This design comes from an exercise in tuning for small area, a short achievable clock period and few clock cycles per item on the open sky130 flow, not from production work.
The RTL was checked by simulation tests, not by an equivalence proof against the original design.
Power figures rest on the tool's default switching activity, not on a simulated workload.

<file path="design/flow/design.v">
module dsk_encoder (
    input  wire         clk,
    input  wire         rst,
    input  wire         in_valid,
    output wire         in_ready,
    input  wire         in_sign,       
    input  wire [1:0]   in_class,      
    input  wire [31:0]  in_exp,        
    input  wire [5:0]   in_dcnt,       
    input  wire [143:0] in_digits,     
    output reg          out_valid,
    input  wire         out_ready,
    output reg  [183:0] out_key,       
    output reg  [4:0]   out_klen,      
    output reg  [7:0]   out_cur,       
    output reg  [2:0]   out_status,    
    output reg  [4:0]   out_detail     
);
    localparam integer DMAX = 36;
    localparam integer NGRP = DMAX / 3;
    localparam [32:0]  ELIM = 33'd999999999;
    localparam [2:0] ST_OK  = 3'd0;
    localparam [2:0] ST_UNS = 3'd2;
    localparam [4:0] DT_NONE       = 5'd0;
    localparam [4:0] DT_BADCLASS   = 5'd16;
    localparam [4:0] DT_BADDCNT    = 5'd17;
    localparam [4:0] DT_BADDIGIT   = 5'd18;
    localparam [4:0] DT_LEADZERO   = 5'd19;
    localparam [4:0] DT_EXPRANGE   = 5'd20;
    localparam [4:0] DT_TRAILZERO  = 5'd21;
    reg [3:0] dig  [0:DMAX-1];
    reg [3:0] dm   [0:DMAX-1];    
    integer i;
    always @* begin
        for (i = 0; i < DMAX; i = i + 1) begin
            dig[i] = in_digits[4*i +: 4];
            dm[i]  = (i < in_dcnt) ? dig[i] : 4'd0;
        end
    end
    wire cls_finite = (in_class == 2'd0);
    wire cls_inf    = (in_class == 2'd1);
    wire cls_nan    = (in_class == 2'd2);
    wire cls_bad    = (in_class == 2'd3);
    wire bad_dcnt = (in_dcnt == 6'd0) || (in_dcnt > DMAX);
    reg bad_digit;
    reg all_zero;
    always @* begin
        bad_digit = 1'b0;
        all_zero  = 1'b1;
        for (i = 0; i < DMAX; i = i + 1) begin
            if (dm[i] > 4'd9)  bad_digit = 1'b1;
            if (dm[i] != 4'd0) all_zero  = 1'b0;
        end
    end
    wire lead_zero = (dig[0] == 4'd0);
    wire signed [32:0] adj_exp = $signed({in_exp[31], in_exp}) + $signed({27'd0, in_dcnt}) - 33'sd1;
    wire               adj_neg = adj_exp[32];
    wire        [32:0] emag    = adj_neg ? (~adj_exp + 33'd1) : adj_exp;
    wire               exp_oor = (emag > ELIM);
    wire [3:0] ngroups = (in_dcnt + 6'd2) / 6'd3;
    reg trail_zero;
    always @* begin
        trail_zero = 1'b0;
        for (i = 1; i <= NGRP; i = i + 1)
            if (ngroups == i)
                trail_zero = (dm[3*i-3] == 4'd0) && (dm[3*i-2] == 4'd0) && (dm[3*i-1] == 4'd0);
    end
    reg [3:0] cd [0:DMAX-1];
    reg       seen_nz;
    always @* begin
        seen_nz = 1'b0;
        for (i = DMAX - 1; i >= 0; i = i - 1) begin
            if (!in_sign)
                cd[i] = dm[i];
            else if (seen_nz)
                cd[i] = 4'd9 - dm[i];
            else if (dm[i] != 4'd0)
                cd[i] = 4'd10 - dm[i];
            else
                cd[i] = 4'd0;
            if (dm[i] != 4'd0) seen_nz = 1'b1;
        end
    end
    reg [119:0] sig_all;
    reg [9:0]   declet;
    always @* begin
        for (i = 0; i < NGRP; i = i + 1) begin
            declet = cd[3*i] * 10'd100 + cd[3*i+1] * 10'd10 + cd[3*i+2];
            sig_all[119 - 10*i -: 10] = declet;
        end
    end
    wire [119:0] sig_mask = ~({120{1'b1}} >> (10 * ngroups));
    wire [119:0] sig_bits = sig_all & sig_mask;
    wire tbit = in_sign ? adj_neg : ~adj_neg;
    wire [30:0] eprime = emag[30:0] + 31'd2;
    reg [4:0] nbits;    
    always @* begin
        nbits = 5'd0;
        for (i = 0; i < 31; i = i + 1)
            if (eprime[i]) nbits = i + 1;
    end
    reg [63:0] fval;
    reg [63:0] fwidth_mask;
    reg [63:0] f_left;      
    always @* begin
        fwidth_mask = ({64{1'b1}} << (2 * nbits - 1)) ^ {64{1'b1}};
        fval = (((64'd1 << (nbits - 1)) - 64'd1) << nbits)
             | ({33'd0, eprime} ^ (64'd1 << (nbits - 1)));
        if (!tbit)
            fval = fval ^ fwidth_mask;
        f_left = fval << (7'd65 - 2 * nbits);
    end
    wire [2:0]   header    = {~in_sign, 1'b0, 1'b0};
    wire [7:0]   sig_start = 8'd2 * nbits + 8'd2;
    wire [183:0] fin_key   = {header, 181'd0}
                           | ({f_left, 120'd0} >> 3)
                           | ({sig_bits, 64'd0} >> sig_start);
    wire [7:0]   fin_cur   = sig_start + 8'd10 * ngroups;
    wire [4:0]   fin_klen  = (fin_cur + 8'd7) >> 3;
    reg [7:0] spec_byte;
    always @* begin
        if (cls_nan)            spec_byte = 8'hE0;
        else if (cls_inf)       spec_byte = in_sign ? 8'h00 : 8'hC0;
        else                    spec_byte = in_sign ? 8'h40 : 8'h80;
    end
    reg [183:0] r_key;
    reg [4:0]   r_klen;
    reg [7:0]   r_cur;
    reg [2:0]   r_status;
    reg [4:0]   r_detail;
    always @* begin
        r_key    = 184'd0;
        r_klen   = 5'd0;
        r_cur    = 8'd0;
        r_status = ST_UNS;
        r_detail = DT_NONE;
        if (cls_bad)
            r_detail = DT_BADCLASS;
        else if (cls_nan || cls_inf) begin
            r_status = ST_OK;
        end
        else if (bad_dcnt)
            r_detail = DT_BADDCNT;
        else if (bad_digit)
            r_detail = DT_BADDIGIT;
        else if (all_zero)
            r_status = ST_OK;
        else if (lead_zero)
            r_detail = DT_LEADZERO;
        else if (exp_oor)
            r_detail = DT_EXPRANGE;
        else if (trail_zero)
            r_detail = DT_TRAILZERO;
        else begin
            r_status = ST_OK;
            r_key    = fin_key;
            r_klen   = fin_klen;
            r_cur    = fin_cur;
        end
        if (r_status == ST_OK && r_klen == 5'd0) begin
            r_key  = {spec_byte, 176'd0};
            r_klen = 5'd1;
            r_cur  = 8'd8;
        end
    end
    assign in_ready = !out_valid || out_ready;
    always @(posedge clk) begin
        if (rst) begin
            out_valid <= 1'b0;
        end else if (in_valid && in_ready) begin
            out_valid  <= 1'b1;
            out_key    <= r_key;
            out_klen   <= r_klen;
            out_cur    <= r_cur;
            out_status <= r_status;
            out_detail <= r_detail;
        end else if (out_ready) begin
            out_valid <= 1'b0;
        end
    end
endmodule
</file>
<file path="design/flow/config.mk">
export PLATFORM = sky130hd
export DESIGN_NAME = dsk_encoder
export DESIGN_NICKNAME = dsk_encoder
export VERILOG_FILES = /design/flow/design.v
export SDC_FILE = /design/flow/constraint.sdc
export NUM_CORES = 4
export LEC_CHECK = 0
export CAP_MARGIN = 20
export CORE_MARGIN = 2
export CORE_UTILIZATION = 40
export PLACE_DENSITY = 0.6
export SLEW_MARGIN = 20
</file>
<file path="design/flow/constraint.sdc">
create_clock -name core_clock -period 16.0 [get_ports {clk}]
set_input_delay 3.2000 -clock core_clock [delete_from_list [all_inputs] [get_ports {clk}]]
set_output_delay 3.2000 -clock core_clock [all_outputs]
set_load 0.01 [all_outputs]
</file>
<file path="design/flow/run.sh">
#!/bin/bash
# synth_recipe.tcl (not shown) runs the flow's synth.tcl, then flattens the netlist and writes it again
# the make line also repeats each setting of config.mk as NAME=value (left out here)
make -C /OpenROAD-flow-scripts/flow DESIGN_CONFIG=/design/flow/config.mk WORK_HOME=/design/flow/orfs CLKGATE_MAP_FILE= SYNTH_SCRIPT=/design/flow/synth_recipe.tcl finish
</file>
==> notes.md <==
==> state kept, by name (all words and copies together) (netlist names) <==
| register | cells |
|---|---|
| out_key | 184 |
| out_klen | 5 |
| out_status | 1 |
| out_detail | 4 |
| out_valid | 1 |
| out_cur | 7 |
==> layer usage <==
metal,global-route usage,vias to the layer above
li1,-,24400
met1,0.563,26000
met2,0.568,3341
met3,0.0876,549
met4,0.167,4
met5,0,-
==> worst max-delay path, delay by kind of cell <==
| family | cells | cell delay [ps] |
|---|---|---|
| AOI/OAI and AO/OA | 12 | 3350 |
| xor gates and xnor gates | 1 | 300 |
| adders and majority gates | 6 | 1580 |
| buffers and inverters | 7 | 1240 |
| muxes | 2 | 570 |
| and+or+nand+nor | 16 | 5340 |
==> Yosys cell counts, drive strengths merged, types with 56 or more instances <==
cell / count
and2: 73
mux2i: 249
a21oi: 561
ha: 466
o211ai: 69
o21ai: 492
nand2: 874
xnor2: 233
and3: 60
buf: 137
a211oi: 90
nand3: 190
nor2: 775
fa: 63
o22ai: 69
a31oi: 99
nand4: 56
edfxtp: 201
a21o: 71
xor2: 92
nor3: 184
clkbuf: 222
inv: 411
==> final timing paths <==
path,startpoint,endpoint,slack (ps),cells after the start
worst max-delay path,in_dcnt[2],out_key[119],680,44
worst min-delay path,out_valid,out_valid,660,3
worst max register to register,out_valid,out_key[157],13280,4
worst min register to register,out_valid,out_valid,660,3
==> per-stage QoR <==
step | power [uW] | worst slack [ps] | utilization | std cells
after floorplan | 4950 | 10.3 | - | 6553
after global placement | 7780 | 612 | 0.460 | 8373
after detailed placement | 7760 | 583 | 0.460 | 8373
after CTS | 8340 | 1100 | 0.467 | 8415
after global routing | 9040 | 79.3 | 0.467 | 8419
final | 8660 | 682 | 0.467 | 8423
==> cell type report <==
cell class	count	area [sq um]	share of cell area
Antenna cell	8	20.0	0.000375
Clock buffer	28	594	0.0111
Clock inverter	14	179	0.00335
Inverter	416	1570	0.0294
Multi-Input combinational cell	5576	37100	0.695
Sequential cell	202	6060	0.113
Tap cell	1512	1890	0.0354
Timing Repair Buffer	667	6010	0.112
==> power groups by stage <==
stage                     clock network [uW]  logic, uW  registers [uW]
after global placement                     0       7160             626
final                                    555       7490             615
after floorplan                            0       4310             641
after CTS                                560       7160             615
after detailed placement                   0       7130             626
after global routing                     579       7840             617
==> cells by family (layout without fill, tap and decap cells) <==
kind of cell / after synthesis / count (layout) / synth area share
buffers and inverters: 775 / 1125 / 0.0654
AOI/OAI and AO/OA: 1948 / 1948 / 0.277
xor gates and xnor gates: 326 / 326 / 0.0623
muxes: 283 / 283 / 0.0639
other: 1 / 14 / 0.0000814
adders and majority gates: 530 / 530 / 0.154
DFF: 202 / 202 / 0.131
and+or+nand+nor: 2483 / 2483 / 0.246
==> flow_summary.json <==
{
  "outcome": "no timing/DRC/antenna violations",
  "grt_setup_unrepaired": "no",
  "post_layout_instance_area_sq_mm": 0.0534,
  "worst_margin_slew_ps": 1190,
  "p_per_area_mw_per_mm2": 162,
  "async_reset_ff_frac": 0,
  "worst-setup-path-type": "in -> reg",
  "slowest_stage": "sky130_fd_sc_hd__a21oi_1",
  "aggregate_routed_wire_length_mm": 243,
  "finalWorstPathRequiredPeriod_ps": 15320,
  "timing.final.hold_violations": 0,
  "static-leakage-power_uw": 0.0217,
  "end_kind": "flip-flop",
  "routed_wire_length_per_instance_um": 28.9,
  "vias": 54200,
  "met3_wirelength_mm": 26.8,
  "mostFrequentLayoutCell": "sky130_fd_sc_hd__nand2_1",
  "netlist_area_before_placement_sq_mm": 0.0461,
  "slowest_delay_ps": 660,
  "layout_worst_path_cycle_share": 0.957,
  "vias_in_the_first_global_route": 49400,
  "tns_ps": 0,
  "syn_to_final_growth_pct": 15.9,
  "cellInternalPower_uw": 3270,
  "number_of_buffers_inserted_by_port_buffering": 391,
  "cts_root_buf": "sky130_fd_sc_hd__clkbuf_16",
  "worstPathMaxFanout": 15,
  "design.die.area_sq_mm": 0.118,
  "fillers": 11800,
  "global_route_overflow": 0,
  "ir_drop_worst_vdd_mv": 0.108,
  "die_w_um": 343,
  "synth-seq-area-share": 0.131,
  "finalWeightedCongestion": 1.06,
  "gate_power_share": 0.865,
  "maxSlewViolCount": 0,
  "most-common-layout-cells": "sky130_fd_sc_hd__nand2_1, sky130_fd_sc_hd__nor2_1, sky130_fd_sc_hd__a21oi_1",
  "grt_max_degree": 111,
  "drt_pass1_iterations": 9,
  "die_height_um": 343,
  "maxUsedRoutingLayer": "met5",
  "max-slew-margin-rel": 0.203,
  "antenna_found_initial": 16,
  "placementRows": 124,
  "worst_clk_skew_ps": 31.8,
  "post_cts.resized_instances": 0,
  "yosys.area.top_type_share": 0.131,
  "net_total_in_the_final_layout": 7604,
  "cts-htree-levels": 1,
  "core_area_sq_mm": 0.114,
  "final_count_of_negative_setup_slack_endpoints": 0,
  "ys_seq_elements": 202,
  "starting_density_of_the_core": 0.403,
  "placement.cell_area_sq_mm": 0.0526,
  "antenna_left": 0,
  "yosysTopAreaCell": "sky130_fd_sc_hd__edfxtp_1",
  "grt.total_usage": 0.395,
  "swShare": 0.622,
  "arrival_ps": 15610,
  "dr_vias_cell": 6.44,
  "number_of_flops_mapped_to_enable_cells_by_yosys": 201,
  "timing.fmax_mhz": 65.3,
  "post_synth_top_flop": "sky130_fd_sc_hd__edfxtp_1",
  "holdBufCountCts": 0,
  "drt_first_iter_violations": 7309,
  "syn_area_per_cell_sq_um": 7.04,
  "worst-endpoint-required_ps": 16290,
  "power.share.sequential": 0.071,
  "ioPinCount": 396,
  "max-clock-path-buffers": 3,
  "grt_pass1_wl_mm": 346,
  "post_synth_num_cell_types": 134,
  "final.hold.worst_slack_ps": 663,
  "postSynthCellCount": 6548,
  "maxCapViolations": 0,
  "detail_route.drc_violations": 0,
  "route.layer.met1.wl_mm": 106,
  "post_cts_setup_repair_buffer_count": 0,
  "layout-drive-gt1-share": 0.0769,
  "path_type_of_the_worst_min_delay_path": "reg -> reg",
  "place.detailed.hpwl_mm": 200,
  "clock-sinks": 202,
  "cts.reportedPaths.clkPinSlew_ps": 60,
  "timing.critical_path.from_type": "input pin",
  "cts_inserted_buffers": 23,
  "cts_tree": "yes",
  "clk-insertion-delay-late_ps": 560,
  "critical-path-top-cell-by-count": "sky130_fd_sc_hd__a21oi_1",
  "yosys_warnings": 4,
  "p_clk_frac": 0.064,
  "amount_of_wire_on_met2_after_detailed_routing_mm": 98.4,
  "power.net_switching_uw": 5390,
  "synth_top_cells_by_area": "sky130_fd_sc_hd__edfxtp_1, sky130_fd_sc_hd__ha_1, sky130_fd_sc_hd__nand2_1"
}
Testbench counts, summed over its fixed seeds: cycles 16,008, items 16,000.

[separate check: timing with driven ports]
No port has a modelled driver above. Below, the same layout with a new extraction and two added sets of constraints.
Step 1 assumes that a clkbuf_16 drives the clock port and a buf_2 every other input.
Step 2 moves the port delays by t, midway between the first and last clock arrival at a register: inputs arrive t later, outputs are due t later. That takes back most of the time a late clock gives input paths.
Three values: ideal, step 1, step 2; two values: the first two.
t, ns: 0.603
setup WS [ns]: 0.682 / 0.698 / 0.095
worst slew at a driven data input, ns: 0.13
After both steps setup and hold are still met in this run. For this run, drivers alone change the setup slack by +0.016 ns; drivers and shift together by -0.587 ns.
